This design comes from an exercise in tuning for small area, a short achievable clock period and few clock cycles on the open sky130 flow, not from production work.
Where RTL was checked, it was by simulation tests only, not by an equivalence proof against the original.
Power figures rest on the tool's default switching activity, not on a simulated workload.

Setup of run E:
// rle_tx_encoder
module rle_tx_encoder (
    input  wire        clk,
    input  wire        rst,         
    input  wire        start,       
    input  wire        seg_new,     
    input  wire [15:0] width,       
    output wire        ready,
    output reg         rd_en,
    output reg  [15:0] rd_addr,
    input  wire [23:0] rd_data,
    output reg         out_valid,
    output reg  [7:0]  out_data,
    input  wire        out_ready,
    output wire [31:0] chk_value,
    output wire [31:0] byte_count
);
Size: roughly 1,500 cells after synthesis, ~290 flip-flops, roughly 140 I/O pins, ~16,000 um2 of cells after synthesis.
==> flow/config.mk <==
export PLATFORM = sky130hd
export DESIGN_NAME = rle_tx_encoder
export DESIGN_NICKNAME = rle_tx_encoder
export VERILOG_FILES = /design/flow/design.v
export SDC_FILE = /design/flow/constraint.sdc
export NUM_CORES = 4
export LEC_CHECK = 0
export CAP_MARGIN = 20
export CORE_MARGIN = 2
export CORE_UTILIZATION = 65
export CTS_BUF_LIST = sky130_fd_sc_hd__clkbuf_4 sky130_fd_sc_hd__clkbuf_8
export CTS_CLUSTER_SIZE = 30
export SLEW_MARGIN = 20
==> flow/constraint.sdc <==
create_clock -name core_clock -period 10.0 [get_ports {clk}]
set_input_delay 2.0000 -clock core_clock [delete_from_list [all_inputs] [get_ports {clk}]]
set_output_delay 2.0000 -clock core_clock [all_outputs]
set_load 0.01 [all_outputs]
standard.sh (not shown) runs the stock make flow with config.mk's settings and CLKGATE_MAP_FILE= SYNTH_SCRIPT=/design/flow/synth_recipe.tcl, a recipe that flattens the netlist after the stock synthesis.
==> flow/flow/run.sh <==
#!/bin/bash
# Standard ORFS layout with stronger port buffers and a tighter repair target.
set -euo pipefail
export BUFFER_PORTS_ARGS="-buffer_cell sky130_fd_sc_hd__buf_2"
export SETUP_SLACK_MARGIN=6.5
bash standard.sh > flow_make.log 2>&1
Testbench counts of run E, summed over its fixed seeds: cycles 64,694.
Setup changes, run E to run A
-- flow/design.v --
<<< run E, line 22
    wire accept = rdy && start;
    reg        rtag_s;        
    reg        rtag_last;
    reg        s1v, s1last;             
    reg        f1v;                     
    reg        p2v, p2last;             
    reg        e2;                      
    reg [15:0] sa;            
    reg        sdone;         
    reg [23:0] prev;
>>> run A, line 22
    wire accept = rdy && start;
    reg        rtag_s;        
    reg        rtag_first, rtag_last;
    reg        s1v, s1first, s1last;    
    reg        f1v;                     
    reg        p2v, p2first, p2last;    
    reg        e2;                      
    reg [15:0] sa;            
    reg        sfirst;        
    reg        sdone;         
    reg [23:0] prev;
<<< run E, line 64
        if (fin == 2'd1) begin
            do_proc = !ffull;
        end else if (p2v && open != 2'd3) begin
            do_proc = 1'b1;
            nej     = e2;
>>> run A, line 65
        if (fin == 2'd1) begin
            do_proc = !ffull;
        end else if (p2v && !p2first) begin
            do_proc = 1'b1;
            nej     = e2;
<<< run E, line 83
            end
        end
        if (p2v && open == 2'd3)
            open_n = 2'd0;
        if (fin == 2'd2 && !ffull) begin
            push   = 1'b1;
>>> run A, line 84
            end
        end
        if (fin == 2'd2 && !ffull) begin
            push   = 1'b1;
<<< run E, line 106
        end else begin
            s1v     <= rd_en && rtag_s;
            s1last  <= rtag_last;
            f1v     <= rd_en && !rtag_s;
            p2v     <= s1v;
            p2last  <= s1last;
            if (accept) begin
                rd_en  <= 1'b0;
                sa     <= 16'd0;
                sdone  <= 1'b0;
            end else if (fetch_req) begin
>>> run A, line 105
        end else begin
            s1v     <= rd_en && rtag_s;
            s1first <= rtag_first;
            s1last  <= rtag_last;
            f1v     <= rd_en && !rtag_s;
            p2v     <= s1v;
            p2first <= s1first;
            p2last  <= s1last;
            if (accept) begin
                rd_en  <= 1'b0;
                sa     <= 16'd0;
                sfirst <= 1'b1;
                sdone  <= 1'b0;
            end else if (fetch_req) begin
<<< run E, line 122
                rd_addr    <= sa;
                rtag_s     <= 1'b1;
                rtag_last  <= (sa_inc == w);
                sa         <= sa_inc;
                sdone      <= (sa_inc == w);
>>> run A, line 124
                rd_addr    <= sa;
                rtag_s     <= 1'b1;
                rtag_first <= sfirst;
                rtag_last  <= (sa_inc == w);
                sfirst     <= 1'b0;
                sa         <= sa_inc;
                sdone      <= (sa_inc == w);
<<< run E, line 154
            if (accept) begin
                pdone <= 1'b0;
                open  <= 2'd3;
            end
            if (p2v) begin
>>> run A, line 158
            if (accept) begin
                pdone <= 1'b0;
                open  <= 2'd0;
            end
            if (p2v) begin
<<< run E, line 230
        end
    end
    wire row_end = pdone && fempty && bsel == 2'd0 && !out_valid && !ld;
    wire settled;
    reg  nrm;                                
>>> run A, line 234
        end
    end
    wire row_end = pdone && fempty && bsel == 2'd0 && !out_valid && !ld && !av;
    wire settled;
    reg  nrm;                                
[summary]
In the tables for run E and run A, met2 wire length reads higher with run A. The end-of-flow core utilization in run A was higher than what run E gave. Sort run E and run A by synthesized cell count desc -> top: run E. Compared with run E, run A shows a lower switching part of the total. Row power density relative to cell area: run A lower / run E higher. Comparing run E and run A, the higher number of buffers and inverters on the critical path is on run A. Compared with run E, in run A worst hold slack about even, die area increased by about 0.5% relative to the old numbers, part of the total power dissipated in combinational logic shows a reduction of 6.7 points. Of run E and run A, run A shows the higher synthesis-to-finish area growth, with run E below it. Worst slack at placement, run E and run A: larger value in run E.
No functional check of the RTL was part of run A.

-- port drivers added, routing unchanged --
Ports are ideal in the flow. The routed layouts listed here were re-timed in OpenROAD. Step 1: set_driving_cell puts a clkbuf_16 on clk and a buf_2 on each other input, an assumption about the parent block. Step 2 times the ports against the registers' clock, not the clock port: input delays grow and output delays shrink by t, the midpoint of the rising clock arrivals with the driver on. Slacks: ideal ports / drivers / drivers and shift; pairs: ideal ports / drivers.
| run | t, ns | slack for setup (ns) | worst setup path at the end | latest minus earliest clock arrival (ns) | slew at the worst register clock pin (ns) |
|---|---|---|---|---|---|
| run E | 0.607 | 6.472 / 6.472 / 6.182 | input to register | 0.037 / 0.037 | 0.07 / 0.07 |
| run A | 0.618 | 6.543 / 6.543 / 5.991 | input to register | 0.026 / 0.026 | 0.07 / 0.07 |
After both steps every run listed still meets setup and hold. The setup slack of run A, which loses most, moves by 0.000 ns with the drivers and by -0.552 ns with both steps.
